Source: an optimization exercise on an open RTL-to-GDS flow (aim: small area, a short achievable clock period and few clock cycles). Production flows keep margins and buffers that such runs may drop. RTL that was checked went through simulation tests only; none was proved equivalent to the original. For runs 5 to 7, only the layout was checked, not whether the RTL still works.

--- flow/flow/run.sh ---
#!/bin/bash
# Standard ORFS layout, with repair_timing aiming for extra setup slack.
set -euo pipefail
MARGIN=$(cat flow/margin.txt)
bash standard.sh SETUP_SLACK_MARGIN=$MARGIN finish > make_finish.log 2>&1
--- flow/config.mk ---
export PLATFORM = sky130hd
export DESIGN_NAME = montpow32
export DESIGN_NICKNAME = montpow32
export VERILOG_FILES = /design/flow/design.v
export SDC_FILE = /design/flow/constraint.sdc
export NUM_CORES = 4
export LEC_CHECK = 0
export CAP_MARGIN = 20
export CORE_MARGIN = 2
export CORE_UTILIZATION = 40
export SLEW_MARGIN = 20
--- flow/design.v ---
module montpow32 (
    input  wire        clk,
    input  wire        rst,       
    input  wire        start,     
    input  wire [1:0]  variant,
    input  wire [31:0] n,
    input  wire [31:0] ninv,
    input  wire [31:0] rmodn,
    input  wire [31:0] base,
    input  wire [31:0] exp,
    output wire        ready,
    output reg         done,
    output wire [31:0] result
);
    localparam integer K  = 4;
    localparam integer NC = 32 / K;
    localparam integer CW = (NC > 16) ? 5 : (NC > 8) ? 4 : (NC > 4) ? 3 : (NC > 2) ? 2 : 1;
    localparam [1:0] S_IDLE = 2'd0,
                     S_MUL  = 2'd1,    
                     S_SQ   = 2'd2,    
                     S_FIN  = 2'd3;    
    reg [1:0]    state;
    reg [CW-1:0] cnt;
    reg          pendm;     
    reg          pendc;     
    reg          fin_cp;    
    reg          ready_q;
    reg          fin_mul;   
    reg          first;     
    reg          qany;      
    reg [1:0]  var_q;
    reg [31:0] n_q;
    reg [31:0] res_q;
    reg [31:0] base_q;
    reg [31:0] k_q;
    reg [32:0] s_q;
    reg [32:0] c_q;
    reg           init;      
    reg  [K-1:0]  xd;        
    wire [31:0]   xw   = (state == S_SQ) ? base_q : res_q;
    wire [CW-1:0] cnt1 = cnt + 1'b1;
    wire [K-1:0]  xd_cont = xw[cnt1*K +: K];    
    wire [32:0] ss [0:K];
    wire [32:0] cc [0:K];
    wire [K-1:0] qv;
    wire [K-1:0] qc;    
    assign qc[0] = 1'b0;
    assign ss[0] = init ? 33'd0 : s_q;
    assign cc[0] = init ? 33'd0 : c_q;
    genvar gi;
    generate
        for (gi = 0; gi < K; gi = gi + 1) begin : g_step
            wire [33:0] s0 = {1'b0, ss[gi]};
            wire [33:0] c0 = {1'b0, cc[gi]};
            wire [33:0] a  = xd[gi] ? {2'b00, base_q} : 34'd0;
            wire [33:0] s1 = s0 ^ c0 ^ a;
            wire [33:0] m1 = (s0 & c0) | (s0 & a) | (c0 & a);
            wire [33:0] c1 = {m1[32:0], 1'b0};
            wire        q  = (gi == 0) ? s1[0] : qc[gi];
            if (gi + 1 < K) begin : g_qn
                assign qc[gi+1] = (s1[1] ^ m1[0] ^ (xd[gi+1] & base_q[0])) ^ (q & ~n_q[1]);
            end
            wire [33:0] b  = q ? {2'b00, n_q} : 34'd0;
            wire [33:0] s2 = s1 ^ c1 ^ b;
            wire [33:0] m2 = (s1 & c1) | (s1 & b) | (c1 & b);
            wire [33:0] c2 = {m2[32:0], 1'b0};
            assign qv[gi]    = q;
            assign ss[gi+1]  = s2[33:1];
            assign cc[gi+1]  = c2[33:1];
        end
    endgenerate
    wire [33:0] t  = {1'b0, s_q} + {1'b0, c_q};
    wire        e  = t[33];
    wire [33:0] o  = var_q[1] ? (qany ? 34'd0 : {2'b00, n_q}) : ~{2'b00, n_q};
    wire [33:0] us = {1'b0, s_q} ^ {1'b0, c_q} ^ o;
    wire [33:0] um = ({1'b0, s_q} & {1'b0, c_q}) | ({1'b0, s_q} & o) | ({1'b0, c_q} & o);
    wire [33:0] uc = {um[32:0], ~var_q[1]};
    wire [33:0] u  = us + uc;
    wire        use_u   = var_q[1] | ~(u[33] ^ e);
    wire [31:0] fin_res = use_u ? u[31:0] : t[31:0];
    assign ready  = ready_q;
    assign result = res_q;
    always @(posedge clk) begin
        s_q  <= ss[K];
        c_q  <= cc[K];
        qany <= (init ? 1'b0 : qany) | (|qv);
        init <= 1'b0;
        xd   <= xd_cont;
        if (rst) begin
            state   <= S_IDLE;
            ready_q <= 1'b1;
            done    <= 1'b0;
            pendm   <= 1'b0;
            pendc   <= 1'b0;
            cnt     <= {CW{1'b0}};
        end else begin
            done <= 1'b0;
            case (state)
                S_IDLE: begin
                    var_q  <= variant;
                    n_q    <= n;
                    base_q <= base;
                    res_q  <= rmodn;
                    k_q    <= exp;
                    first  <= 1'b1;
                    pendm  <= 1'b0;
                    pendc  <= 1'b0;
                    cnt    <= {CW{1'b0}};
                    init   <= 1'b1;
                    xd     <= (exp[0] & variant[1]) ? rmodn[K-1:0] : base[K-1:0];
                    if (start) begin
                        if (exp == 32'd0) begin
                            done <= 1'b1;
                        end else begin
                            ready_q <= 1'b0;
                            if (exp[0] & variant[1]) begin
                                state <= S_MUL;
                            end else begin
                                if (exp[0]) begin
                                    first <= 1'b0;
                                    pendc <= 1'b1;
                                end
                                if (exp[31:1] != 31'd0) begin
                                    state <= S_SQ;
                                end else begin
                                    state   <= S_FIN;
                                    fin_mul <= 1'b1;
                                    fin_cp  <= 1'b1;
                                end
                            end
                        end
                    end
                end
                S_MUL: begin
                    cnt <= cnt + 1'b1;
                    if (cnt == NC - 1) begin
                        cnt   <= {CW{1'b0}};
                        first <= 1'b0;
                        if (k_q[31:1] != 31'd0) begin
                            state <= S_SQ;
                            pendm <= 1'b1;
                            init  <= 1'b1;
                            xd    <= base_q[K-1:0];
                        end else begin
                            state   <= S_FIN;
                            fin_mul <= 1'b1;
                            fin_cp  <= 1'b0;
                        end
                    end
                end
                S_SQ: begin
                    if (pendm | pendc)
                        res_q <= pendc ? base_q : fin_res;
                    pendm <= 1'b0;
                    pendc <= 1'b0;
                    cnt <= cnt + 1'b1;
                    if (cnt == NC - 1) begin
                        cnt     <= {CW{1'b0}};
                        state   <= S_FIN;
                        fin_mul <= 1'b0;
                    end
                end
                S_FIN: begin
                    if (fin_mul) begin
                        res_q   <= fin_cp ? base_q : fin_res;
                        done    <= 1'b1;
                        ready_q <= 1'b1;
                        state   <= S_IDLE;
                    end else begin
                        base_q <= fin_res;
                        k_q    <= {1'b0, k_q[31:1]};
                        if (k_q[1] & ~(first & ~var_q[1])) begin
                            state <= S_MUL;
                            init  <= 1'b1;
                            xd    <= res_q[K-1:0];
                        end else begin
                            if (k_q[1]) begin
                                res_q <= fin_res;
                                first <= 1'b0;
                            end
                            if (k_q[31:2] != 30'd0) begin
                                state <= S_SQ;
                                init  <= 1'b1;
                                xd    <= fin_res[K-1:0];
                            end else begin
                                done    <= 1'b1;
                                ready_q <= 1'b1;
                                state   <= S_IDLE;
                            end
                        end
                    end
                end
            endcase
        end
    end
endmodule
--- flow/constraint.sdc ---
create_clock -name core_clock -period 15.0 [get_ports {clk}]
set_input_delay 3.0000 -clock core_clock [delete_from_list [all_inputs] [get_ports {clk}]]
set_output_delay 3.0000 -clock core_clock [all_outputs]
set_load 0.01 [all_outputs]
--- flow/flow/margin.txt ---
11
--- flow/standard.sh ---
#!/bin/bash
# synth_recipe.tcl (not shown) runs the flow's synth.tcl, then flattens the netlist and writes it again
# the make line also repeats each setting of config.mk as NAME=value (left out here)
make -C /OpenROAD-flow-scripts/flow DESIGN_CONFIG=/design/flow/config.mk WORK_HOME=/design/flow/orfs CLKGATE_MAP_FILE= SYNTH_SCRIPT=/design/flow/synth_recipe.tcl "${@:-finish}"
==> impl_metrics.env, run 1 <==
export IMPL_dieArea_um2=56300
export IMPL_htree_levels=1
export IMPL_gp_congestion=0.926
export IMPL_synth_cell_types=84
export IMPL_ys_seq_elements=212
export IMPL_drt_iter0_drc=1299
export IMPL_cts_sinks=212
export IMPL_multi_input_area_um2=16600
export IMPL_r2r_end="s_q[22]$_DFF_P_"
export IMPL_clk_root_buffer_cell="clkbuf_16"
export IMPL_core_um2=53800
export IMPL_grt_pass1_wl_mm=118
export IMPL_place_ws_ns=8.20
export IMPL_cts_tree="yes"
export IMPL_endpoint_kind="register"
export IMPL_grt_max_degree=69
export IMPL_netlist_area_um2=21800
export IMPL_cts_made_buffers=29
export IMPL_hold_class="register to register"
export IMPL_dp_cells=3063
export IMPL_portBuffers=165
export IMPL_chipWidth_um=237
export IMPL_cts_reportedPaths_clkPinSlew_ns=0.06
export IMPL_io_pin_count=199
export IMPL_mostFrequentLayoutCells="inv_1 (279), fa_1 (214), nor2_1 (190)"
export IMPL_ys_seq_area_share_pct=25.5
export IMPL_worst_pin_slew_ns=1.22
export IMPL_hold_start="ready_q$_SDFFE_PP1P_"
export IMPL_drt_first_pass_iters=5
export IMPL_outcome="complete, no violations"
export IMPL_rsz0062_at_grt="yes"
export IMPL_reg2reg_slack_ns=9.61
export IMPL_finalCritPeriodShare_pct=35.9
export IMPL_final_cell_area_um2=28300
export IMPL_final_hold_violation_count=0
export IMPL_final_antenna_net_count=0
export IMPL_nets=3047
export IMPL_finalWirelength_mm=77.6
export IMPL_antenna_found_initial=2
export IMPL_instances_no_fill=3227
export IMPL_grt_pass1_vias=19550
export IMPL_maxSlewViolCount=0
export IMPL_vias=18564
export IMPL_fill_cells=4866
export IMPL_layout_setup_ws_ns=9.61
export IMPL_maxCapViolations=0
export IMPL_clk_path_buf_depth=3
export IMPL_min_to="ready_q$_SDFFE_PP1P_"
export IMPL_max_freq_ghz=0.186
export IMPL_fp_dieH_um=237
export IMPL_synth_warnings=1
export IMPL_wl_per_cell_um=24.0
export IMPL_ys_flop_type="edfxtp_1"
export IMPL_seq_area_um2=5560
export IMPL_final_common_cell="inv_1"
export IMPL_synth_net_count=2817
export IMPL_areaGrowthSynthToFinish_pct=29.8
export IMPL_finClkSkew_ns=0.0300
export IMPL_maxSlewHeadroom_pct=18.0
export IMPL_cp_max_fo=7
export IMPL_dp_hpwl_mm=51.6
export IMPL_start_util_pct=40.5
export IMPL_worstHoldPathCells=2
export IMPL_r2r_start="init$_SDFF_PP0_"
export IMPL_syn_inst=2277
export IMPL_synth_edf_count=131
export IMPL_crit_path_start_kind="register"
export IMPL_cp_required_ns=15.47
export IMPL_drive_gt1_share_pct=24.1
export IMPL_crit_arrival_ns=5.86
export IMPL_std_cell_rows=85
export IMPL_vias_per_cell=5.75
export IMPL_grt_remaining_overflow=0
export IMPL_hold_buffers=0
export IMPL_syn_avg_cell_area_um2=9.57
export IMPL_final_setup_viol_count=0
export IMPL_drc=0
export IMPL_ff2ff_path_depth=15
export IMPL_placed_area_um2=24900
export IMPL_path_class="register to register"
export IMPL_clk_latency_ns=0.59
export IMPL_async_flop_share_pct=0
export IMPL_post_route_min_period_ns=5.39
export IMPL_grt_use_total_pct=27.7
export IMPL_tns_ns=0
==> layout make-up <==
| type | instances | area share [%] |
|---|---|---|
| Tap cell | 696 | 3.08 |
| Timing Repair Buffer | 293 | 11.2 |
| Inverter | 292 | 3.97 |
| Clock inverter | 20 | 0.589 |
| Multi-Input combinational cell | 1678 | 58.7 |
| Timing Repair inverter | 1 | 0.0575 |
| Clock buffer | 34 | 2.70 |
| Sequential cell | 212 | 19.7 |
| Antenna cell | 1 | 0.00885 |
==> cells in the mapped netlist, types with 50 or more instances <==
master / instances / share of area [%]
clkbuf_1: 83 / 1.4
nand2b_1: 50 / 1.4
edfxtp_1: 131 / 18
ha_1: 85 / 4.9
a21oi_1: 140 / 3.2
inv_1: 291 / 5.0
dfxtp_1: 81 / 7.4
fa_1: 290 / 27
o21ai_0: 110 / 2.5
nor2_1: 206 / 3.5
nand2_1: 201 / 3.5
and2_1: 102 / 2.9
==> kinds of logic after synthesis <==
group | count (synthesis) | share of synthesized area (%)
xor+xnor | 58 | 2.50
simple gates | 714 | 15.8
buf+inv | 388 | 6.77
mux | 72 | 4.66
flops | 212 | 25.5
compound gates | 458 | 13.3
fa+ha+maj | 375 | 31.5
==> timing repair <==
item | 4_1_cts | 5_1_grt
endpoints found under the setup margin | 303 | 202
cloned | 15 | 1
buffers inserted | 72 | 21
resized for setup | 417 | 133
pin swaps | 111 | 78
==> stage by stage <==
stage               hold slack, ns  util, %
finish                       0.493     52.5
global route                 0.513     52.5
CTS                          0.497     51.5
detailed placement           0.477     46.2
global placement             0.473     46.2
floorplan                    0.458        -
==> layer usage <==
layer / global-route usage (%) / vias to the layer above / wire, um / part of all wire [%]
li1: - / 8111 / - / -
met1: 36.1 / 9493 / 31400 / 40
met2: 46.1 / 758 / 36700 / 47
met3: 5.32 / 200 / 6110 / 7.9
met4: 9.91 / 2 / 3370 / 4.3
met5: 0 / - / 12 / 0.015
==> worst max path at each step <==
stage,start,end,slack [ns],depth (start not counted)
5_1_grt,init$_SDFF_PP0_,s_q[28]$_DFF_P_,9.54,16
3_5_place_dp,init$_SDFF_PP0_,s_q[29]$_DFF_P_,8.20,17
2_1_floorplan,rst,base_q[0]$_DFFE_PP_,9.76,2
6_report,init$_SDFF_PP0_,s_q[22]$_DFF_P_,9.61,15
4_1_cts,init$_SDFF_PP0_,s_q[25]$_DFF_P_,9.67,14
3_3_place_gp,init$_SDFF_PP0_,s_q[29]$_DFF_P_,8.29,17
==> registers in the layout, summed over array words and instances, names as in the netlist <==
signal,count
base_q,32
c_q,33
cnt,3
done,1
fin_cp,1
fin_mul,1
first,1
init,1
k_q,31
n_q,32
pendc,1
pendm,1
qany,1
ready_q,1
res_q,32
s_q,33
state,2
var_q,1
xd,4
==> worst max-delay path, stage by stage, from the launching register on <==
cell and delay, ns:
dfxtp_4 0.35, buf_12 0.13, nand2b_4 0.14, fa_2 0.56
buf_12 0.20, buf_12 0.13, buf_4 0.14, nand2b_4 0.14
fa_2 0.58, fa_1 0.44, fa_1 0.53, fa_1 0.43
fa_1 0.49, inv_1 0.05, fa_2 0.53, fa_2 0.43
Testbench counts, summed over its fixed seeds: cycles 316,342.
==> run 2: changes to the inputs <==
==> flow/flow/margin.txt (replaced) <==
9
==> run 2 against run 1 <==
  * Area after synthesis did not move
  * Worst hold slack got worse by 0.0022 ns
  * Final cell count fell by 3.1%
  * First-iteration DRC count fell by 5.9%
  * Setup slack got worse by 0.32 ns
  * Sequential share of layout area rose by 2.3 points
  * Non-clock buffer count fell by 94
  * Via count fell by 6.0%
==> impl_metrics.env, run 2 <==
export IMPL_maxCapViolations=0
export IMPL_fill_cells=5177
export IMPL_worst_pin_slew_ns=1.25
export IMPL_finalCritPeriodShare_pct=38.1
export IMPL_dp_hpwl_mm=51.6
export IMPL_synthTopCellsByArea="fa_1 (27%), edfxtp_1 (18%), dfxtp_1 (7.4%)"
export IMPL_clk_root_buffer_cell="clkbuf_16"
export IMPL_syn_avg_cell_area_um2=9.57
export IMPL_drive_gt1_share_pct=7.07
export IMPL_yosysMostFrequentCell="inv_1"
export IMPL_std_cell_rows=85
export IMPL_mostFrequentLayoutCells="inv_1 (291), fa_1 (289), nor2_1 (204)"
export IMPL_fin_util_pct=47.0
export IMPL_final_antenna_net_count=0
export IMPL_seq_area_um2=5560
export IMPL_startpoint="var_q[1]$_DFFE_PP_"
export IMPL_netlist_area_um2=21800
export IMPL_grt_use_total_pct=25.2
export IMPL_grt_pass1_wl_mm=109
export IMPL_maxSlewHeadroom_pct=16.5
export IMPL_htree_levels=1
export IMPL_io_pin_count=199
export IMPL_final_setup_viol_count=0
export IMPL_synth_edf_count=131
export IMPL_final_hold_violation_count=0
export IMPL_fp_dieH_um=237
export IMPL_ys_seq_area_share_pct=25.5
export IMPL_finalWirelength_mm=69.3
export IMPL_r2r_start="var_q[1]$_DFFE_PP_"
export IMPL_nets=2950
export IMPL_tns_ns=0
export IMPL_path_class="register to register"
export IMPL_placed_area_um2=24200
export IMPL_drt_first_pass_iters=5
export IMPL_drt_iter0_drc=1222
export IMPL_grt_pass1_vias=18806
export IMPL_cp_max_fo=56
export IMPL_drc=0
export IMPL_clk_path_buf_depth=3
export IMPL_core_um2=53800
export IMPL_outcome="complete, no violations"
export IMPL_areaGrowthSynthToFinish_pct=16.1
export IMPL_top_regs="c_q: 33 flops, s_q: 33 flops"
export IMPL_cts_tree="yes"
export IMPL_final_common_cell="inv_1"
export IMPL_crit_path_start_kind="register"
export IMPL_cts_made_buffers=28
export IMPL_grt_remaining_overflow=0
export IMPL_synth_cell_types=84
export IMPL_cp_required_ns=15.31
export IMPL_slowest_delay_ns=0.55
export IMPL_crit_arrival_ns=6.02
export IMPL_hold_start="ready_q$_SDFFE_PP1P_"
export IMPL_crit_buf_inv=4
export IMPL_rsz0062_at_grt="no"
export IMPL_reg2reg_slack_ns=9.29
export IMPL_grt_max_degree=73
export IMPL_async_flop_share_pct=0
export IMPL_post_route_min_period_ns=5.71
export IMPL_crit_chain="buf_12 -> clkinv_1 -> nor2_4 -> buf_4 -> a21oi_1 -> fa_1 -> inv_1 -> ha_1 -> a211oi_1 -> o211ai_1 -> a2111oi_4 -> o21ai_2 -> a211oi_2 -> o2bb2ai_4 -> xor2_4 -> nand2_2 -> mux2i_1 -> o21ai_0"
export IMPL_cp_slowest_cell="a2111oi_4"
export IMPL_synth_net_count=2817
export IMPL_ys_seq_elements=212
export IMPL_cts_reportedPaths_clkPinSlew_ns=0.06
export IMPL_gp_congestion=0.933
export IMPL_multi_input_area_um2=14800
export IMPL_ys_flop_type="edfxtp_1"
export IMPL_antenna_found_initial=2
export IMPL_vias_per_cell=5.58
export IMPL_finClkSkew_ns=0.0191
export IMPL_antenna_cells=0
export IMPL_endpoint_kind="register"
export IMPL_synthTopCellsByCount="inv_1 (291), fa_1 (290), nor2_1 (206)"
export IMPL_wl_per_cell_um=22.1
export IMPL_chipWidth_um=237
export IMPL_cts_sinks=212
export IMPL_syn_inst=2277
export IMPL_max_freq_ghz=0.175
export IMPL_vias=17450
export IMPL_crit_family="compound AO/OA/AOI/OAI gates"
export IMPL_final_cell_area_um2=25300
export IMPL_hold_class="register to register"
export IMPL_maxSlewViolCount=0
export IMPL_yosysTopAreaCell="fa_1"
export IMPL_dieArea_um2=56300
export IMPL_synth_top_area_share_pct=26.6
export IMPL_clk_latency_ns=0.58
export IMPL_start_util_pct=40.5
export IMPL_portBuffers=165
export IMPL_synth_warnings=1
-- run 2: area by class of cell --
type                       instances  share of cell area (%)
multi-input combinational       1677                    58.7
sequential                       212                    22.0
timing repair buffer             199                    7.71
inverter                         292                    4.33
tap                              696                    3.44
clock buffer                      33                    2.93
clock inverter                    19                   0.920
-- run 2: worst paths after layout --
kind	to	cells after the start
setup / recovery	res_q[20]$_DFFE_PP_	18
hold / removal	ready_q$_SDFFE_PP1P_	2
setup reg to reg	res_q[20]$_DFFE_PP_	18
hold reg to reg	ready_q$_SDFFE_PP1P_	2
-- run 2: what timing repair did --
action,4_1_cts,5_1_grt
pin swaps,3,0
gates resized for setup,5,7
setup buffers,9,0
setup endpoints to repair,130,112
cloned,0,0
hold buffers,0,0
-- run 2: kinds of logic after synthesis --
logic type | after synthesis | share of synthesized area [%]
compound gates | 458 | 13.3
xor+xnor | 58 | 2.50
fa+ha+maj | 375 | 31.5
buf+inv | 388 | 6.77
flops | 212 | 25.5
mux | 72 | 4.66
simple gates | 714 | 15.8
-- run 2: metal layers --
| metal | global-route usage, % | part of all wire, % | vias to the layer above |
|---|---|---|---|
| met1 | 33.4 | 42 | 8878 |
| met5 | 0 | 0 | - |
| met2 | 42.2 | 48 | 556 |
| li1 | - | - | 7880 |
| met4 | 9.19 | 4.1 | 0 |
| met3 | 3.18 | 6.0 | 136 |
-- run 2: worst reg2reg max path: cells and delay by family, from the launching register on --
kind	cells	cell delay [ns]
buffers and inverters	4	0.91
adder cells (fa/ha/maj)	2	0.79
AO/OA/AOI/OAI	8	2.16
AND/OR/NAND/NOR	2	0.50
flip-flops	1	0.37
multiplexers	1	0.49
XOR/XNOR	1	0.21
-- run 2: metrics by stage --
stage / hold slack, ns / setup WS, ns / instances
2_1_floorplan: 0.458 / 9.49 / 2277
3_3_place_gp: 0.473 / 8.02 / 3067
3_5_place_dp: 0.475 / 7.95 / 3067
4_1_cts: 0.495 / 9.10 / 3128
5_1_grt: 0.523 / 8.99 / 3128
6_report: 0.491 / 9.29 / 3128
==> run 3: changes to the inputs <==
==> flow/flow/margin.txt (replaced) <==
10
==> run 3 against run 2 <==
  * Sequential share of layout area decreased by 1.6 points
  * Synthesized cell count is the same
  * Clock-buffer cell count rose by 5
  * Global-route usage up 1.3 points
  * Critical endpoint is now s_q[16]$_DFF_P_
  * Critical path type unchanged
  * Die area unchanged
  * Flip-flop and latch count is the same
  * Final cell count increased by 2.1%
  * Maximum frequency rose by 8.2%
  * Register-to-register slack gained 0.43 ns
==> impl_metrics.env, run 3 <==
export IMPL_synth_net_count=2817
export IMPL_yosysTopAreaCell="fa_1"
export IMPL_drt_first_pass_iters=8
export IMPL_cts_reportedPaths_clkPinSlew_ns=0.06
export IMPL_synthSimpleGateAreaFrac_pct=15.8
export IMPL_dp_hpwl_mm=51.5
export IMPL_tns_ns=0
export IMPL_dieArea_um2=56300
export IMPL_outcome="complete, no violations"
export IMPL_start_util_pct=40.5
export IMPL_hold_class="register to register"
export IMPL_grt_remaining_overflow=0
export IMPL_final_setup_viol_count=0
export IMPL_synthAdderAreaFrac_pct=31.5
export IMPL_crit_path_start_kind="register"
export IMPL_path_class="register to register"
export IMPL_final_cell_area_um2=27300
export IMPL_yosysMostFrequentCell="inv_1"
export IMPL_mostFrequentLayoutCells="inv_1 (279), fa_1 (238), nand2_1 (197)"
export IMPL_drc=0
export IMPL_max_freq_ghz=0.189
export IMPL_clk_path_buf_depth=3
export IMPL_nets=3011
export IMPL_htree_levels=1
export IMPL_io_pin_count=199
export IMPL_grt_use_total_pct=26.5
export IMPL_slowest_delay_ns=0.58
export IMPL_maxSlewHeadroom_pct=25.1
export IMPL_synthTopCellsByArea="fa_1 (27%), edfxtp_1 (18%), dfxtp_1 (7.4%)"
export IMPL_synth_top_area_share_pct=26.6
export IMPL_gp_congestion=0.918
export IMPL_final_antenna_net_count=0
export IMPL_fill_cells=4883
export IMPL_synth_compound_area_share_pct=13.3
export IMPL_crit_arrival_ns=5.76
export IMPL_use_met2_pct=44.0
export IMPL_netlist_area_um2=21800
export IMPL_synth_area_mux_share_pct=4.66
export IMPL_multi_input_area_um2=15800
export IMPL_antenna_found_initial=8
export IMPL_std_cell_rows=85
export IMPL_final_common_cell="inv_1"
export IMPL_endpoint_kind="register"
export IMPL_place_ws_ns=7.49
export IMPL_cts_tree="yes"
export IMPL_final_hold_violation_count=0
export IMPL_core_um2=53800
export IMPL_syn_avg_cell_area_um2=9.57
export IMPL_fin_util_pct=50.8
export IMPL_finalWirelength_mm=77.6
export IMPL_finalCritPeriodShare_pct=35.2
export IMPL_synth_edf_count=131
export IMPL_cp_max_fo=8
export IMPL_post_route_min_period_ns=5.28
export IMPL_grt_max_degree=71
export IMPL_maxSlewViolCount=0
export IMPL_drive_gt1_share_pct=16.6
export IMPL_ys_seq_area_share_pct=25.5
export IMPL_top_regs="c_q: 33 flops, s_q: 33 flops"
export IMPL_synth_xor_area_share_pct=2.50
export IMPL_cts_made_buffers=30
export IMPL_maxCapViolations=0
export IMPL_wl_per_cell_um=24.3
export IMPL_seq_area_um2=5560
export IMPL_finClkSkew_ns=0.0145
export IMPL_grtUsageMet3_pct=5.52
export IMPL_layout_setup_ws_ns=9.72
export IMPL_synth_warnings=1
export IMPL_chipWidth_um=237
export IMPL_crit_path_frequent_cell="fa_2"
export IMPL_drt_iter0_drc=1598
export IMPL_vias=18366
export IMPL_ys_flop_type="edfxtp_1"
export IMPL_synth_cell_types=84
export IMPL_vias_per_cell=5.75
export IMPL_syn_inst=2277
export IMPL_cts_sinks=212
export IMPL_rsz0062_at_grt="yes"
export IMPL_synthTopCellsByCount="inv_1 (291), fa_1 (290), nor2_1 (206)"
export IMPL_placed_area_um2=24200
export IMPL_cp_required_ns=15.48
export IMPL_synth_top_family_by_area="adder cells"
export IMPL_hold_buffers=0
export IMPL_cp_slowest_cell="fa_2"
export IMPL_async_flop_share_pct=0
export IMPL_busiest_layer="met2"
export IMPL_grt_pass1_vias=19004
export IMPL_clk_root_buffer_cell="clkbuf_16"
export IMPL_areaGrowthSynthToFinish_pct=25.4
export IMPL_grt_pass1_wl_mm=113
export IMPL_portBuffers=165
export IMPL_worst_pin_slew_ns=1.12
export IMPL_grt_use_met1_pct=33.9
export IMPL_ys_seq_elements=212
export IMPL_fp_dieH_um=237
export IMPL_clk_latency_ns=0.61
export IMPL_crit_chain="nand2b_4 -> fa_2 -> buf_6 -> buf_12 -> buf_16 -> nand2b_1 -> fa_2 -> fa_1 -> fa_1 -> fa_2 -> fa_1 -> inv_1 -> fa_2 -> fa_2"
run 3: cell counts after synthesis:
Identical to the previous run, type by type.
run 3: stage by stage:
stage               std cells  hold slack [ns]
finish                   3193            0.485
detailed placement       3064            0.479
global placement         3064            0.474
CTS                      3159            0.491
global route             3191            0.519
floorplan                2277            0.458
run 3: final timing paths:
path,startpoint,endpoint,slack (ns),depth (start not counted)
setup / recovery,init$_SDFF_PP0_,s_q[16]$_DFF_P_,9.72,14
hold / removal,ready_q$_SDFFE_PP1P_,ready_q$_SDFFE_PP1P_,0.49,2
setup reg to reg,init$_SDFF_PP0_,s_q[16]$_DFF_P_,9.72,14
hold reg to reg,ready_q$_SDFFE_PP1P_,ready_q$_SDFFE_PP1P_,0.49,2
run 3: final cells by class:
| type | instances | share of cell area [%] |
|---|---|---|
| Inverter | 292 | 4.02 |
| Clock inverter | 18 | 0.728 |
| Antenna cell | 2 | 0.0183 |
| Clock buffer | 38 | 2.93 |
| Tap cell | 696 | 3.19 |
| Sequential cell | 212 | 20.4 |
| Multi-Input combinational cell | 1678 | 57.8 |
| Timing Repair Buffer | 257 | 11.0 |
run 3: kinds of logic after synthesis:
| kind of cell | Yosys count |
|---|---|
| xor gates and xnor gates | 58 |
| and+or+nand+nor | 714 |
| DFF | 212 |
| adders and majority gates | 375 |
| AOI/OAI and AO/OA | 458 |
| buffers and inverters | 388 |
| muxes | 72 |
run 3: worst max-delay path: cells and delay by family (launching register included):
kind                     cells  cell delay, ns
AND/OR/NAND/NOR              2            0.33
adder cells (fa/ha/maj)      8            3.93
buffers and inverters        4            0.50
flip-flops                   1            0.37
run 3: layer usage:
metal	vias to the layer above	wire [um]	part of all wire [%]
li1	8032	-	-
met1	9342	30400	39
met2	787	36100	47
met3	203	6980	9.0
met4	2	4100	5.3
met5	-	13	0.017
run 3: what timing repair did:
item,CTS,global route
pin swaps,51,76
gates cloned,9,11
gates resized for setup,135,132
setup buffers,30,21
endpoints found under the setup margin,134,128
==> run 4: changes to the inputs <==
--- a/flow/config.mk
+++ b/flow/config.mk
@@ -8,4 +8,5 @@
 export CAP_MARGIN = 20
 export CORE_MARGIN = 2
-export CORE_UTILIZATION = 40
+export CORE_UTILIZATION = 60
+export PLACE_DENSITY = 0.7
 export SLEW_MARGIN = 20
==> run 4 against run 3 <==
  * Critical path type unchanged
  * Clock-buffer cell count decreased by 8
  * Sequential share of layout area increased by 1.1 points
  * Core utilization increased by 22 points
  * Clock skew increased by 0.011 ns
  * Area after synthesis unchanged
  * Critical path depth decreased by 1
  * Global-route usage increased by 9.7 points
==> impl_metrics.env, run 4 <==
export IMPL_synth_edf_count=131
export IMPL_hold_class="register to register"
export IMPL_finalWirelength_mm=68.9
export IMPL_crit_chain="nand2b_4 -> fa_4 -> buf_6 -> clkbuf_16 -> nand2b_4 -> fa_1 -> fa_1 -> fa_1 -> fa_1 -> fa_1 -> inv_1 -> fa_2 -> fa_1"
export IMPL_htree_levels=1
export IMPL_synth_cell_types=84
export IMPL_crit_path_start_kind="register"
export IMPL_final_common_cell="inv_1"
export IMPL_worst_pin_slew_ns=1.30
export IMPL_final_setup_viol_count=0
export IMPL_core_um2=35700
export IMPL_grt_remaining_overflow=0
export IMPL_crit_arrival_ns=5.83
export IMPL_start_util_pct=61.1
export IMPL_cts_tree="yes"
export IMPL_clk_root_buffer_cell="clkbuf_16"
export IMPL_synthTopCellsByCount="inv_1 (291), fa_1 (290), nor2_1 (206)"
export IMPL_cts_reportedPaths_clkPinSlew_ns=0.06
export IMPL_ys_seq_elements=212
export IMPL_antenna_found_initial=2
export IMPL_tns_ns=0
export IMPL_synthTopCellsByArea="fa_1 (27%), edfxtp_1 (18%), dfxtp_1 (7.4%)"
export IMPL_post_route_min_period_ns=5.40
export IMPL_yosysMostFrequentCell="inv_1"
export IMPL_drc=0
export IMPL_syn_avg_cell_area_um2=9.57
export IMPL_final_antenna_net_count=0
export IMPL_grt_use_total_pct=36.2
export IMPL_vias_per_cell=6.16
export IMPL_rsz0062_at_grt="yes"
export IMPL_ys_seq_area_share_pct=25.5
export IMPL_cp_required_ns=15.43
export IMPL_maxSlewViolCount=0
export IMPL_dieArea_um2=37800
export IMPL_areaGrowthSynthToFinish_pct=19.0
export IMPL_outcome="complete, no violations"
export IMPL_placed_area_um2=24000
export IMPL_yosysTopAreaCell="fa_1"
export IMPL_drt_first_pass_iters=7
export IMPL_nets=2985
export IMPL_top_regs="c_q: 33 flops, s_q: 33 flops"
export IMPL_endpoint_kind="register"
export IMPL_crit_path_frequent_cell="fa_1"
export IMPL_cts_sinks=212
export IMPL_async_flop_share_pct=0
export IMPL_chipWidth_um=195
export IMPL_path_class="register to register"
export IMPL_fp_dieH_um=195
export IMPL_cp_slowest_cell="fa_4"
export IMPL_gp_congestion=0.962
export IMPL_max_freq_ghz=0.185
export IMPL_portBuffers=165
export IMPL_grt_pass1_wl_mm=105
export IMPL_fin_hold_ws_ns=0.485
export IMPL_cp_max_fo=8
export IMPL_fin_util_pct=72.7
export IMPL_crit_buf_inv=3
export IMPL_vias=18037
export IMPL_hold_buffers=0
export IMPL_grt_max_degree=76
export IMPL_syn_inst=2277
export IMPL_io_pin_count=199
export IMPL_ys_flop_type="edfxtp_1"
export IMPL_clk_path_buf_depth=3
export IMPL_final_hold_violation_count=0
export IMPL_clk_latency_ns=0.57
export IMPL_synth_top_area_share_pct=26.6
export IMPL_dp_hpwl_mm=48.0
export IMPL_wl_per_cell_um=23.5
export IMPL_finClkSkew_ns=0.0260
export IMPL_final_cell_area_um2=25900
export IMPL_netlist_area_um2=21800
export IMPL_cts_made_buffers=25
export IMPL_synth_warnings=1
export IMPL_finalCritPeriodShare_pct=36.0
export IMPL_grt_pass1_vias=18812
export IMPL_mostFrequentLayoutCells="inv_1 (289), fa_1 (283), nor2_1 (205)"
export IMPL_drt_iter0_drc=1632
export IMPL_std_cell_rows=69
export IMPL_maxCapViolations=0
export IMPL_synth_net_count=2817
export IMPL_maxSlewHeadroom_pct=13.1
export IMPL_slowest_delay_ns=0.89
export IMPL_drive_gt1_share_pct=10.9
export IMPL_crit_family="adder cells"
run 4: cell count changes in the layout (fill, tap and decap cells not counted), sizes merged:
| cell | before | now |
|---|---|---|
| bufinv | 3 | 2 |
| bufbuf | 2 | 0 |
| clkbuf | 47 | 33 |
| xor2 | 21 | 22 |
| buf | 81 | 66 |
| xnor2 | 37 | 38 |
| clkinvlp | 8 | 3 |
| clkinv | 7 | 11 |
| diode | 2 | 1 |
run 4: final cells by class:
| cell class | count | area [um^2] |
|---|---|---|
| Clock inverter | 16 | 140 |
| Antenna cell | 1 | 2.50 |
| Inverter | 292 | 1100 |
| Multi-Input combinational cell | 1680 | 15400 |
| Sequential cell | 212 | 5560 |
| Fill cell | 2670 | 9730 |
| Clock buffer | 30 | 684 |
| Timing Repair Buffer | 234 | 2450 |
| Tap cell | 461 | 577 |
run 4: path summary, 6_finish.rpt:
kind	depth (start not counted)	slack [ns]	endpoint	startpoint
max reg2reg	13	9.60	s_q[22]$_DFF_P_	init$_SDFF_PP0_
min reg2reg	2	0.48	ready_q$_SDFFE_PP1P_	ready_q$_SDFFE_PP1P_
max	13	9.60	s_q[22]$_DFF_P_	init$_SDFF_PP0_
min	2	0.48	ready_q$_SDFFE_PP1P_	ready_q$_SDFFE_PP1P_
run 4: kinds of logic after synthesis:
| kind of cell | count (synthesis) | synth area share, % |
|---|---|---|
| compound gates | 458 | 13.3 |
| xor+xnor | 58 | 2.50 |
| fa+ha+maj | 375 | 31.5 |
| buf+inv | 388 | 6.77 |
| flops | 212 | 25.5 |
| mux | 72 | 4.66 |
| simple gates | 714 | 15.8 |
run 4: tightest hold or removal path, cell delays in order (launching register included):
cell,delay [ns]
dfxtp_1,0.31
nand2_1,0.05
o211ai_1,0.07
run 4: timing repair:
item / CTS / global route
pin swaps: 14 / 29
setup buffers: 29 / 14
gates resized for setup: 52 / 68
endpoints found under the setup margin: 186 / 188
gates cloned: 2 / 5
run 4: metal layers:
metal  up-vias  GRT usage [%]  part of all wire, %  wire length [um]
met5         -              0                0.036                25
met4         4           14.8                  4.9              3400
li1       7963              -                    -                 -
met1      8977           48.5                   39             26600
met2       890           59.4                   47             32400
met3       203           5.59                  9.3              6370
run 4: metrics by stage:
stage                     cells  worst slack, ns
after floorplan            2277             9.76
after global placement     2827             8.28
after detailed placement   2829             8.17
after CTS                  2906             9.68
after global routing       2925             9.50
final                      2926             9.60
==> run 5: changes to the inputs <==
--- a/flow/design.v
+++ b/flow/design.v
@@ -38,4 +38,5 @@
     reg           init;      
     reg  [K-1:0]  xd;        
+    reg           q0;        
     wire [31:0]   xw   = (state == S_SQ) ? base_q : res_q;
     wire [CW-1:0] cnt1 = cnt + 1'b1;
@@ -44,5 +45,5 @@
     wire [32:0] cc [0:K];
     wire [K-1:0] qv;
-    wire [K-1:0] qc;    
+    wire [K:0]   qc;    
     assign qc[0] = 1'b0;
     assign ss[0] = init ? 33'd0 : s_q;
@@ -57,7 +58,9 @@
             wire [33:0] m1 = (s0 & c0) | (s0 & a) | (c0 & a);
             wire [33:0] c1 = {m1[32:0], 1'b0};
-            wire        q  = (gi == 0) ? s1[0] : qc[gi];
+            wire        q  = (gi == 0) ? q0 : qc[gi];
             if (gi + 1 < K) begin : g_qn
                 assign qc[gi+1] = (s1[1] ^ m1[0] ^ (xd[gi+1] & base_q[0])) ^ (q & ~n_q[1]);
+            end else begin : g_qk
+                assign qc[gi+1] = s1[1] ^ m1[0] ^ (q & ~n_q[1]);
             end
             wire [33:0] b  = q ? {2'b00, n_q} : 34'd0;
@@ -87,4 +90,5 @@
         init <= 1'b0;
         xd   <= xd_cont;
+        q0   <= qc[K] ^ (xd_cont[0] & base_q[0]);
         if (rst) begin
             state   <= S_IDLE;
@@ -109,4 +113,5 @@
                     init   <= 1'b1;
                     xd     <= (exp[0] & variant[1]) ? rmodn[K-1:0] : base[K-1:0];
+                    q0     <= ((exp[0] & variant[1]) ? rmodn[0] : base[0]) & base[0];
                     if (start) begin
                         if (exp == 32'd0) begin
@@ -142,4 +147,5 @@
                             init  <= 1'b1;
                             xd    <= base_q[K-1:0];
+                            q0    <= base_q[0];
                         end else begin
                             state   <= S_FIN;
@@ -174,4 +180,5 @@
                             init  <= 1'b1;
                             xd    <= res_q[K-1:0];
+                            q0    <= res_q[0] & fin_res[0];
                         end else begin
                             if (k_q[1]) begin
@@ -183,4 +190,5 @@
                                 init  <= 1'b1;
                                 xd    <= fin_res[K-1:0];
+                                q0    <= fin_res[0];
                             end else begin
                                 done    <= 1'b1;
--- a/flow/config.mk
+++ b/flow/config.mk
@@ -8,5 +8,4 @@
 export CAP_MARGIN = 20
 export CORE_MARGIN = 2
-export CORE_UTILIZATION = 60
-export PLACE_DENSITY = 0.7
+export CORE_UTILIZATION = 40
 export SLEW_MARGIN = 20
==> run 5 against run 4 <==
  * Final cell count grew 8.9%
  * Non-clock buffer count grew 48
  * Setup slack gained 0.12 ns
  * Global-route usage shrank 9.6 points
  * Sequential share of layout area shrank 1.3 points
  * Core utilization shrank 21 points
  * Largest cell class unchanged
==> impl_metrics.env, run 5 <==
export IMPL_fin_util_pct=51.7
export IMPL_crit_path_start_kind="register"
export IMPL_synth_top_area_share_pct=26.9
export IMPL_grt_pass1_vias=18501
export IMPL_top_regs="c_q: 33 flops, s_q: 33 flops"
export IMPL_htree_levels=1
export IMPL_cts_sinks=213
export IMPL_dp_hpwl_mm=51.1
export IMPL_areaGrowthSynthToFinish_pct=28.5
export IMPL_fin_hold_ws_ns=0.496
export IMPL_fp_dieH_um=236
export IMPL_grt_use_total_pct=26.6
export IMPL_ys_seq_elements=213
export IMPL_clk_root_buffer_cell="clkbuf_16"
export IMPL_async_flop_share_pct=0
export IMPL_syn_inst=2246
export IMPL_gp_congestion=0.933
export IMPL_chipWidth_um=236
export IMPL_final_common_cell="inv_1"
export IMPL_clk_latency_ns=0.60
export IMPL_drt_first_pass_iters=7
export IMPL_finClkSkew_ns=0.0234
export IMPL_grt_pass1_wl_mm=112
export IMPL_maxSlewHeadroom_pct=29.2
export IMPL_io_pin_count=199
export IMPL_clk_path_buf_depth=3
export IMPL_synth_warnings=1
export IMPL_vias=18030
export IMPL_dieArea_um2=55800
export IMPL_syn_avg_cell_area_um2=9.60
export IMPL_synthTopCellsByCount="inv_1 (303), fa_1 (290), nand2_1 (241)"
export IMPL_final_hold_violation_count=0
export IMPL_yosysTopAreaCell="fa_1"
export IMPL_ys_seq_area_share_pct=25.9
export IMPL_rsz0062_at_grt="yes"
export IMPL_cp_max_fo=8
export IMPL_cp_slowest_cell="fa_2"
export IMPL_portBuffers=165
export IMPL_start_util_pct=40.2
export IMPL_drive_gt1_share_pct=19.5
export IMPL_hold_class="register to register"
export IMPL_nets=3004
export IMPL_outcome="complete, no violations"
export IMPL_maxSlewViolCount=0
export IMPL_finalCritPeriodShare_pct=35.2
export IMPL_final_cell_area_um2=27700
export IMPL_crit_family="adder cells"
export IMPL_crit_path_frequent_cell="fa_2"
export IMPL_cp_required_ns=15.46
export IMPL_synth_edf_count=131
export IMPL_path_class="register to register"
export IMPL_synth_cell_types=79
export IMPL_final_setup_viol_count=0
export IMPL_cts_reportedPaths_clkPinSlew_ns=0.06
export IMPL_cts_tree="yes"
export IMPL_synth_net_count=2787
export IMPL_drc=0
export IMPL_wl_per_cell_um=23.8
export IMPL_ys_flop_type="edfxtp_1"
export IMPL_grt_remaining_overflow=0
export IMPL_antenna_found_initial=4
export IMPL_crit_chain="buf_12 -> inv_12 -> nand2_2 -> fa_1 -> buf_4 -> buf_6 -> fa_2 -> fa_2 -> inv_2 -> ha_4 -> xor2_4 -> xnor2_4 -> buf_12 -> buf_6 -> buf_8 -> buf_12 -> buf_6 -> nand2_4 -> fa_1 -> inv_2 -> fa_2 -> fa_2"
export IMPL_endpoint_kind="register"
export IMPL_final_antenna_net_count=0
export IMPL_tns_ns=0
export IMPL_placed_area_um2=24000
export IMPL_slowest_delay_ns=0.54
export IMPL_crit_buf_inv=11
export IMPL_std_cell_rows=85
export IMPL_worst_pin_slew_ns=1.06
export IMPL_drt_iter0_drc=1423
export IMPL_hold_buffers=0
export IMPL_maxCapViolations=0
export IMPL_yosysMostFrequentCell="inv_1"
export IMPL_mostFrequentLayoutCells="inv_1 (274), fa_1 (230), nand2_1 (198)"
export IMPL_post_route_min_period_ns=5.28
export IMPL_core_um2=53600
export IMPL_finalWirelength_mm=75.9
export IMPL_vias_per_cell=5.66
export IMPL_synthTopCellsByArea="fa_1 (27%), edfxtp_1 (18%), dfxtp_1 (7.6%)"
export IMPL_cts_made_buffers=29
export IMPL_max_freq_ghz=0.190
export IMPL_grt_max_degree=67
export IMPL_crit_arrival_ns=5.73
export IMPL_netlist_area_um2=21600
export IMPL_fill_cells=4932
[run 5: path summary, 6_finish.rpt]
check                           start             endpoint  slack [ns]  depth (start not counted)
setup reg to reg      init$_SDFF_PP0_      s_q[16]$_DFF_P_        9.72                         22
hold / removal    cnt[2]$_SDFFE_PP0P_  cnt[2]$_SDFFE_PP0P_        0.50                          2
hold reg to reg   cnt[2]$_SDFFE_PP0P_  cnt[2]$_SDFFE_PP0P_        0.50                          2
setup / recovery      init$_SDFF_PP0_      s_q[16]$_DFF_P_        9.72                         22
[run 5: layout make-up]
cell class	count	area (um^2)	share of cell area [%]
clock inverter	16	208	0.749
multi-input combinational	1633	15900	57.2
inverter	303	1150	4.16
timing repair buffer	282	3240	11.7
clock buffer	38	779	2.81
tap	696	871	3.14
antenna	3	7.51	0.0271
timing repair inverter	1	16.3	0.0587
sequential	213	5580	20.1
[run 5: per-layer routing]
metal / wire length, um / global-route usage, %
met5: 0 / 0
met4: 3670 / 9.74
met3: 6080 / 4.07
met2: 35700 / 43.9
met1: 30400 / 35.5
[run 5: cell families after synthesis]
logic type	share of synthesized area (%)
AOI/OAI and AO/OA	13.1
buffers and inverters	7.17
adders and majority gates	31.9
xor gates and xnor gates	2.40
DFF	25.9
and+or+nand+nor	13.8
muxes	5.73
[run 5: timing repair]
item | CTS | global route
buffers inserted | 40 | 40
pin swaps | 22 | 103
endpoints found under the setup margin | 185 | 114
cloned | 11 | 7
resized for setup | 120 | 284
[run 5: through the flow]
stage / setup WS [ns] / cells
finish: 9.72 / 3185
global route: 9.59 / 3184
CTS: 9.67 / 3135
detailed placement: 8.20 / 3030
global placement: 8.25 / 3030
floorplan: 9.76 / 2246
[run 5: tightest hold or removal path, stage by stage (launching register included)]
cell     delay, ns
dfxtp_1       0.33
a21oi_1       0.06
nor2_1        0.07
==> run 6: changes to the inputs <==
==> flow/flow/margin.txt (replaced) <==
11
==> run 6 against run 5 <==
  * Wire length up 4.7%
  * Core utilization rose by 2.8 points
  * Worst hold slack barely moved
  * Die area is the same
  * Final cell count increased by 2.4%
  * Critical path depth decreased by 5
  * Final area is 5.4% higher
  * Flip-flop and latch count unchanged
  * Clock skew fell by 0.00090 ns
==> impl_metrics.env, run 6 <==
export IMPL_crit_chain="buf_12 -> inv_16 -> buf_8 -> nand2_2 -> fa_1 -> fa_1 -> fa_1 -> fa_1 -> fa_1 -> fa_1 -> fa_1 -> inv_2 -> ha_4 -> xnor2_2 -> xnor2_2 -> a21o_1 -> a32oi_2"
export IMPL_synth_top_family_by_area="adder cells"
export IMPL_cp_slowest_cell="fa_1"
export IMPL_cts_tree="yes"
export IMPL_dieArea_um2=55800
export IMPL_r2r_start="init$_SDFF_PP0_"
export IMPL_synth_compound_area_share_pct=13.1
export IMPL_wl_per_cell_um=24.3
export IMPL_post_route_min_period_ns=5.24
export IMPL_synth_cell_types=79
export IMPL_cp_required_ns=15.53
export IMPL_synthTopCellsByCount="inv_1 (303), fa_1 (290), nand2_1 (241)"
export IMPL_portBuffers=165
export IMPL_synth_warnings=1
export IMPL_synthSimpleGateAreaFrac_pct=13.8
export IMPL_reg2reg_slack_ns=9.76
export IMPL_gp_congestion=0.904
export IMPL_crit_path_start_kind="register"
export IMPL_finalCritPeriodShare_pct=34.9
export IMPL_synth_net_count=2787
export IMPL_worst_pin_slew_ns=1.05
export IMPL_synth_edf_count=131
export IMPL_crit_arrival_ns=5.76
export IMPL_critical_path_cell_count=17
export IMPL_path_class="register to register"
export IMPL_core_um2=53600
export IMPL_clk_path_buf_depth=3
export IMPL_drt_iter0_drc=1742
export IMPL_tns_ns=0
export IMPL_outcome="complete, no violations"
export IMPL_synth_top_area_share_pct=26.9
export IMPL_synth_area_mux_share_pct=5.73
export IMPL_clk_root_buffer_cell="clkbuf_16"
export IMPL_nets=3082
export IMPL_fp_dieH_um=236
export IMPL_cts_made_buffers=29
export IMPL_slowest_delay_ns=0.56
export IMPL_dp_hpwl_mm=51.4
export IMPL_areaGrowthSynthToFinish_pct=35.4
export IMPL_antenna_found_initial=4
export IMPL_drc=0
export IMPL_netlist_area_um2=21600
export IMPL_io_pin_count=199
export IMPL_cts_sinks=213
export IMPL_htree_levels=1
export IMPL_grt_pass1_vias=19102
export IMPL_cp_max_fo=8
export IMPL_final_antenna_net_count=0
export IMPL_finalWirelength_mm=79.4
export IMPL_grt_remaining_overflow=0
export IMPL_worstSetupEndpoint="q0$_DFF_P_"
export IMPL_crit_path_frequent_cell="fa_1"
export IMPL_final_common_cell="inv_1"
export IMPL_drive_gt1_share_pct=30.4
export IMPL_hold_class="register to register"
export IMPL_finClkSkew_ns=0.0225
export IMPL_chipWidth_um=236
export IMPL_endpoint_kind="register"
export IMPL_final_setup_viol_count=0
export IMPL_yosysTopAreaCell="fa_1"
export IMPL_startpoint="init$_SDFF_PP0_"
export IMPL_synth_xor_area_share_pct=2.40
export IMPL_maxSlewViolCount=0
export IMPL_crit_family="adder cells"
export IMPL_max_freq_ghz=0.191
export IMPL_grt_pass1_wl_mm=116
export IMPL_synthAdderAreaFrac_pct=31.9
export IMPL_ys_seq_area_share_pct=25.9
export IMPL_crit_buf_inv=4
export IMPL_synthTopCellsByArea="fa_1 (27%), edfxtp_1 (18%), dfxtp_1 (7.6%)"
export IMPL_async_flop_share_pct=0
export IMPL_yosysMostFrequentCell="inv_1"
export IMPL_start_util_pct=40.2
export IMPL_maxSlewHeadroom_pct=29.9
export IMPL_grt_use_total_pct=27.6
export IMPL_fin_hold_ws_ns=0.496
export IMPL_vias_per_cell=5.67
export IMPL_r2r_end="q0$_DFF_P_"
export IMPL_cts_reportedPaths_clkPinSlew_ns=0.06
export IMPL_syn_inst=2246
export IMPL_rsz0062_at_grt="yes"
export IMPL_std_cell_rows=85
export IMPL_syn_avg_cell_area_um2=9.60
export IMPL_ff2ff_path_depth=17
export IMPL_drt_first_pass_iters=5
export IMPL_ys_flop_type="edfxtp_1"
export IMPL_clk_latency_ns=0.61
export IMPL_mostFrequentLayoutCells="inv_1 (266), fa_1 (202), nand2_1 (180)"
export IMPL_vias=18486
export IMPL_grt_max_degree=72
export IMPL_final_hold_violation_count=0
export IMPL_top_regs="c_q: 33 flops, s_q: 33 flops"
export IMPL_maxCapViolations=0
export IMPL_ys_seq_elements=213
==> run 6: cell counts after synthesis <==
Identical to the previous run, type by type.
==> run 6: worst min path at each step <==
stage	startpoint	end	slack [ns]	cells past startpoint
after floorplan	pendm$_SDFFE_PP0P_	pendm$_SDFFE_PP0P_	0.46	2
after global placement	pendm$_SDFFE_PP0P_	pendm$_SDFFE_PP0P_	0.47	2
after detailed placement	pendm$_SDFFE_PP0P_	pendm$_SDFFE_PP0P_	0.48	2
after CTS	pendm$_SDFFE_PP0P_	pendm$_SDFFE_PP0P_	0.50	2
after global routing	cnt[1]$_SDFFE_PP0P_	cnt[1]$_SDFFE_PP0P_	0.55	2
final	pendm$_SDFFE_PP0P_	pendm$_SDFFE_PP0P_	0.50	2
==> run 6: repair_timing <==
item	CTS	global route
pin swaps	117	130
hold buffers	0	0
gates cloned	15	7
setup endpoints to repair	305	205
setup buffers	98	58
resized for setup	518	257
==> run 6: kinds of logic after synthesis <==
logic type / Yosys count
xor gates and xnor gates: 59
adders and majority gates: 376
and+or+nand+nor: 646
DFF: 213
muxes: 94
AOI/OAI and AO/OA: 458
buffers and inverters: 400
==> run 6: worst register-to-register path: stages (launching register included) <==
cell	delay, ns
dfxtp_4	0.35
buf_12	0.14
inv_16	0.09
buf_8	0.12
nand2_2	0.05
fa_1	0.53
fa_1	0.45
fa_1	0.55
fa_1	0.45
fa_1	0.56
fa_1	0.45
fa_1	0.51
inv_2	0.06
ha_4	0.22
xnor2_2	0.14
xnor2_2	0.15
a21o_1	0.18
a32oi_2	0.17
==> run 6: through the flow <==
| step | std cells | setup WS (ns) | util [%] | area (um^2) |
|---|---|---|---|---|
| floorplan | 2246 | 9.76 | - | 22500 |
| global placement | 3028 | 8.40 | 45.9 | 24600 |
| detailed placement | 3028 | 8.32 | 45.9 | 24600 |
| CTS | 3195 | 9.81 | 51.8 | 27800 |
| global route | 3262 | 9.59 | 54.5 | 29200 |
| finish | 3262 | 9.76 | 54.5 | 29200 |
==> run 6: area by class of cell <==
cell class | count | area [um^2]
inverters | 303 | 1170
clock buffers | 44 | 832
multi-input cells | 1634 | 16600
well taps | 696 | 871
flip-flops and latches | 213 | 5590
diodes | 2 | 5.00
fillers | 4772 | 24400
repair buffers | 360 | 4060
clock inverters | 10 | 80.1
==> run 6: routing by layer <==
layer | track usage (%) | wire (um)
met1 | 36.7 | 32600
met4 | 11.1 | 3620
met2 | 45.0 | 37400
met5 | 0 | 0
met3 | 4.45 | 5780
==> run 7: changes to the inputs <==
--- a/flow/design.v
+++ b/flow/design.v
@@ -55,8 +55,15 @@
             wire [33:0] c0 = {1'b0, cc[gi]};
             wire [33:0] a  = xd[gi] ? {2'b00, base_q} : 34'd0;
-            wire [33:0] s1 = s0 ^ c0 ^ a;
-            wire [33:0] m1 = (s0 & c0) | (s0 & a) | (c0 & a);
+            wire [33:0] m1;
             wire [33:0] c1 = {m1[32:0], 1'b0};
-            wire        q  = (gi == 0) ? q0 : qc[gi];
+            wire        q;
+            wire [33:0] b  = q ? {2'b00, n_q} : 34'd0;
+            wire [33:0] s1, s2, m2;
+            genvar gj;
+            for (gj = 0; gj < 34; gj = gj + 1) begin : g_fa
+                assign {m1[gj], s1[gj]} = {1'b0, s0[gj]} + {1'b0, c0[gj]} + {1'b0, a[gj]};
+                assign {m2[gj], s2[gj]} = {1'b0, s1[gj]} + {1'b0, c1[gj]} + {1'b0, b[gj]};
+            end
+            assign      q  = (gi == 0) ? q0 : qc[gi];
             if (gi + 1 < K) begin : g_qn
                 assign qc[gi+1] = (s1[1] ^ m1[0] ^ (xd[gi+1] & base_q[0])) ^ (q & ~n_q[1]);
@@ -64,7 +71,4 @@
                 assign qc[gi+1] = s1[1] ^ m1[0] ^ (q & ~n_q[1]);
             end
-            wire [33:0] b  = q ? {2'b00, n_q} : 34'd0;
-            wire [33:0] s2 = s1 ^ c1 ^ b;
-            wire [33:0] m2 = (s1 & c1) | (s1 & b) | (c1 & b);
             wire [33:0] c2 = {m2[32:0], 1'b0};
             assign qv[gi]    = q;
==> flow/flow/margin.txt (replaced) <==
10
==> run 7 against run 6 <==
  * Clock-buffer cell count fell by 2
  * Global-route usage is 1.9 points lower
  * Area after synthesis fell by 2.6%
  * First-iteration DRC count is 21% lower
  * Core utilization down 1.4 points
  * Critical endpoint is now s_q[5]$_DFF_P_
  * Final area is 6.2% lower
  * Still clean
  * Via count is 9.2% lower
  * Setup slack better by 0.11 ns
  * Critical path type unchanged
  * Die area shrank 2.6%
==> impl_metrics.env, run 7 <==
export IMPL_top_regs="c_q: 33 flops, s_q: 33 flops"
export IMPL_netlist_area_um2=21000
export IMPL_fin_hold_ws_ns=0.484
export IMPL_grt_max_degree=69
export IMPL_dp_hpwl_mm=47.4
export IMPL_synthTopCellsByArea="fa_1 (28%), edfxtp_1 (19%), dfxtp_1 (7.8%)"
export IMPL_antenna_found_initial=5
export IMPL_hold_class="register to register"
export IMPL_std_cell_rows=83
export IMPL_worst_pin_slew_ns=0.939
export IMPL_htree_levels=1
export IMPL_synthSimpleGateAreaFrac_pct=15.2
export IMPL_cts_tree="yes"
export IMPL_crit_arrival_ns=5.58
export IMPL_place_ws_ns=8.57
export IMPL_ys_seq_elements=213
export IMPL_vias_per_cell=5.67
export IMPL_path_class="register to register"
export IMPL_finalCritPeriodShare_pct=34.2
export IMPL_crit_path_start_kind="register"
export IMPL_synthAdderAreaFrac_pct=32.5
export IMPL_areaGrowthSynthToFinish_pct=30.5
export IMPL_dieArea_um2=54400
export IMPL_grt_pass1_wl_mm=104
export IMPL_gp_congestion=0.940
export IMPL_vias=16781
export IMPL_drt_first_pass_iters=6
export IMPL_clk_root_buffer_cell="clkbuf_16"
export IMPL_rsz0062_at_grt="yes"
export IMPL_placed_area_um2=23400
export IMPL_synth_xor_area_share_pct=2.67
export IMPL_maxSlewHeadroom_pct=37.4
export IMPL_io_pin_count=199
export IMPL_maxCapViolations=0
export IMPL_yosysTopAreaCell="fa_1"
export IMPL_drt_iter0_drc=1375
export IMPL_syn_avg_cell_area_um2=10.4
export IMPL_clk_latency_ns=0.58
export IMPL_grt_remaining_overflow=0
export IMPL_ys_seq_area_share_pct=26.5
export IMPL_finalWirelength_mm=71.0
export IMPL_synth_cell_types=69
export IMPL_final_antenna_net_count=0
export IMPL_endpoint_kind="register"
export IMPL_layout_setup_ws_ns=9.88
export IMPL_fp_dieH_um=233
export IMPL_clk_path_buf_depth=3
export IMPL_synth_warnings=1
export IMPL_synth_area_mux_share_pct=6.32
export IMPL_synth_top_area_share_pct=27.6
export IMPL_ys_flop_type="edfxtp_1"
export IMPL_outcome="complete, no violations"
export IMPL_cts_reportedPaths_clkPinSlew_ns=0.06
export IMPL_async_flop_share_pct=0
export IMPL_wl_per_cell_um=24.0
export IMPL_synth_top_family_by_area="adder cells"
export IMPL_synth_edf_count=131
export IMPL_synthTopCellsByCount="fa_1 (290), and2_1 (238), inv_1 (178)"
export IMPL_drive_gt1_share_pct=23.9
export IMPL_grt_use_total_pct=25.6
export IMPL_mostFrequentLayoutCells="fa_1 (208), and2_1 (200), inv_1 (166)"
export IMPL_synth_net_count=2559
export IMPL_final_setup_viol_count=0
export IMPL_start_util_pct=40.7
export IMPL_drc=0
export IMPL_cp_required_ns=15.45
export IMPL_yosysMostFrequentCell="fa_1"
export IMPL_final_common_cell="fa_1"
export IMPL_cp_max_fo=7
export IMPL_syn_inst=2022
export IMPL_grt_pass1_vias=17587
export IMPL_final_cell_area_um2=27400
export IMPL_synth_compound_area_share_pct=11.9
export IMPL_cts_sinks=213
export IMPL_cts_made_buffers=29
export IMPL_post_route_min_period_ns=5.12
export IMPL_nets=2796
export IMPL_hold_buffers=0
export IMPL_maxSlewViolCount=0
export IMPL_max_freq_ghz=0.195
export IMPL_portBuffers=165
export IMPL_finClkSkew_ns=0.0147
export IMPL_core_um2=51600
export IMPL_tns_ns=0
export IMPL_final_hold_violation_count=0
export IMPL_chipWidth_um=233
-- run 7: kinds of logic after synthesis --
kind of cell | after synthesis
and+or+nand+nor | 612
AOI/OAI and AO/OA | 394
adders and majority gates | 372
buffers and inverters | 267
DFF | 213
muxes | 100
xor gates and xnor gates | 64
-- run 7: layout make-up --
| class | instances | area, um^2 |
|---|---|---|
| Antenna cell | 1 | 2.50 |
| Clock buffer | 42 | 835 |
| Clock inverter | 10 | 97.6 |
| Fill cell | 4468 | 24200 |
| Inverter | 179 | 688 |
| Multi-Input combinational cell | 1542 | 15900 |
| Sequential cell | 213 | 5590 |
| Tap cell | 680 | 851 |
| Timing Repair Buffer | 294 | 3410 |
-- run 7: final timing paths --
check,from,end,slack [ns],depth (start not counted)
max,init$_SDFF_PP0_,s_q[5]$_DFF_P_,9.88,12
min,ready_q$_SDFFE_PP1P_,ready_q$_SDFFE_PP1P_,0.48,2
max reg2reg,init$_SDFF_PP0_,s_q[5]$_DFF_P_,9.88,12
min reg2reg,ready_q$_SDFFE_PP1P_,ready_q$_SDFFE_PP1P_,0.48,2
-- run 7: metal layers --
metal	track usage, %	up-vias	share of wire, %
met5	0	-	0.021
met2	42.2	678	48
met1	32.3	8579	39
met3	6.67	145	9.0
li1	-	7377	-
met4	9.75	2	4.3
-- run 7: what timing repair did --
action / 4_1_cts / 5_1_grt
gates resized for setup: 202 / 219
setup buffers: 50 / 39
gates cloned: 14 / 8
endpoints found under the setup margin: 134 / 130
pin swaps: 115 / 194
-- run 7: per-stage QoR --
step	utilization, %	instances
6_report	53.1	2961
3_3_place_gp	45.3	2797
3_5_place_dp	45.3	2797
4_1_cts	50.5	2913
2_1_floorplan	-	2022
5_1_grt	53.1	2961
-- run 7: worst max-delay path, cell delays in order, from the launching register on --
cell and delay [ns]:
dfxtp_4 0.42, buf_12 0.17, buf_6 0.12, clkbuf_16 0.16
nor2_2 0.05, fa_2 0.52, fa_1 0.42, fa_2 0.55
fa_2 0.47, fa_2 0.60, fa_2 0.47, fa_2 0.61
fa_2 0.43

[port drivers added, routing unchanged]
Ports are ideal in the flow. The routed layouts listed here were re-timed in OpenROAD.
Step 1 sets driving cells, clkbuf_16 on the clock port and buf_2 on the other inputs (assumed; they add their load-dependent delay and slew).
Step 2 times the ports against the registers' clock, not the clock port: input delays grow and output delays shrink by t, the midpoint of the rising clock arrivals with the driver on.
Three values: ideal, step 1, step 2; two values: the first two.
run | t, ns | setup WS [ns] | latest minus earliest clock arrival (ns) | pins driven straight from the clock port
run 1 | 0.636 | 9.610 / 9.610 / 9.610 | 0.030 / 0.030 | 1
run 2 | 0.634 | 9.289 / 9.289 / 9.289 | 0.023 / 0.022 | 1
run 3 | 0.656 | 9.721 / 9.721 / 9.514 | 0.014 / 0.014 | 1
run 4 | 0.616 | 9.600 / 9.600 / 9.496 | 0.026 / 0.026 | 1
run 5 | 0.645 | 9.724 / 9.724 / 9.549 | 0.023 / 0.023 | 1
run 6 | 0.657 | 9.764 / 9.764 / 9.764 | 0.022 / 0.023 | 1
run 7 | 0.631 | 9.876 / 9.876 / 9.591 | 0.015 / 0.015 | 1
After both steps setup and hold are still met in every run listed. The setup slack of run 7, which loses most, moves by 0.000 ns with the drivers and by -0.285 ns with both steps.
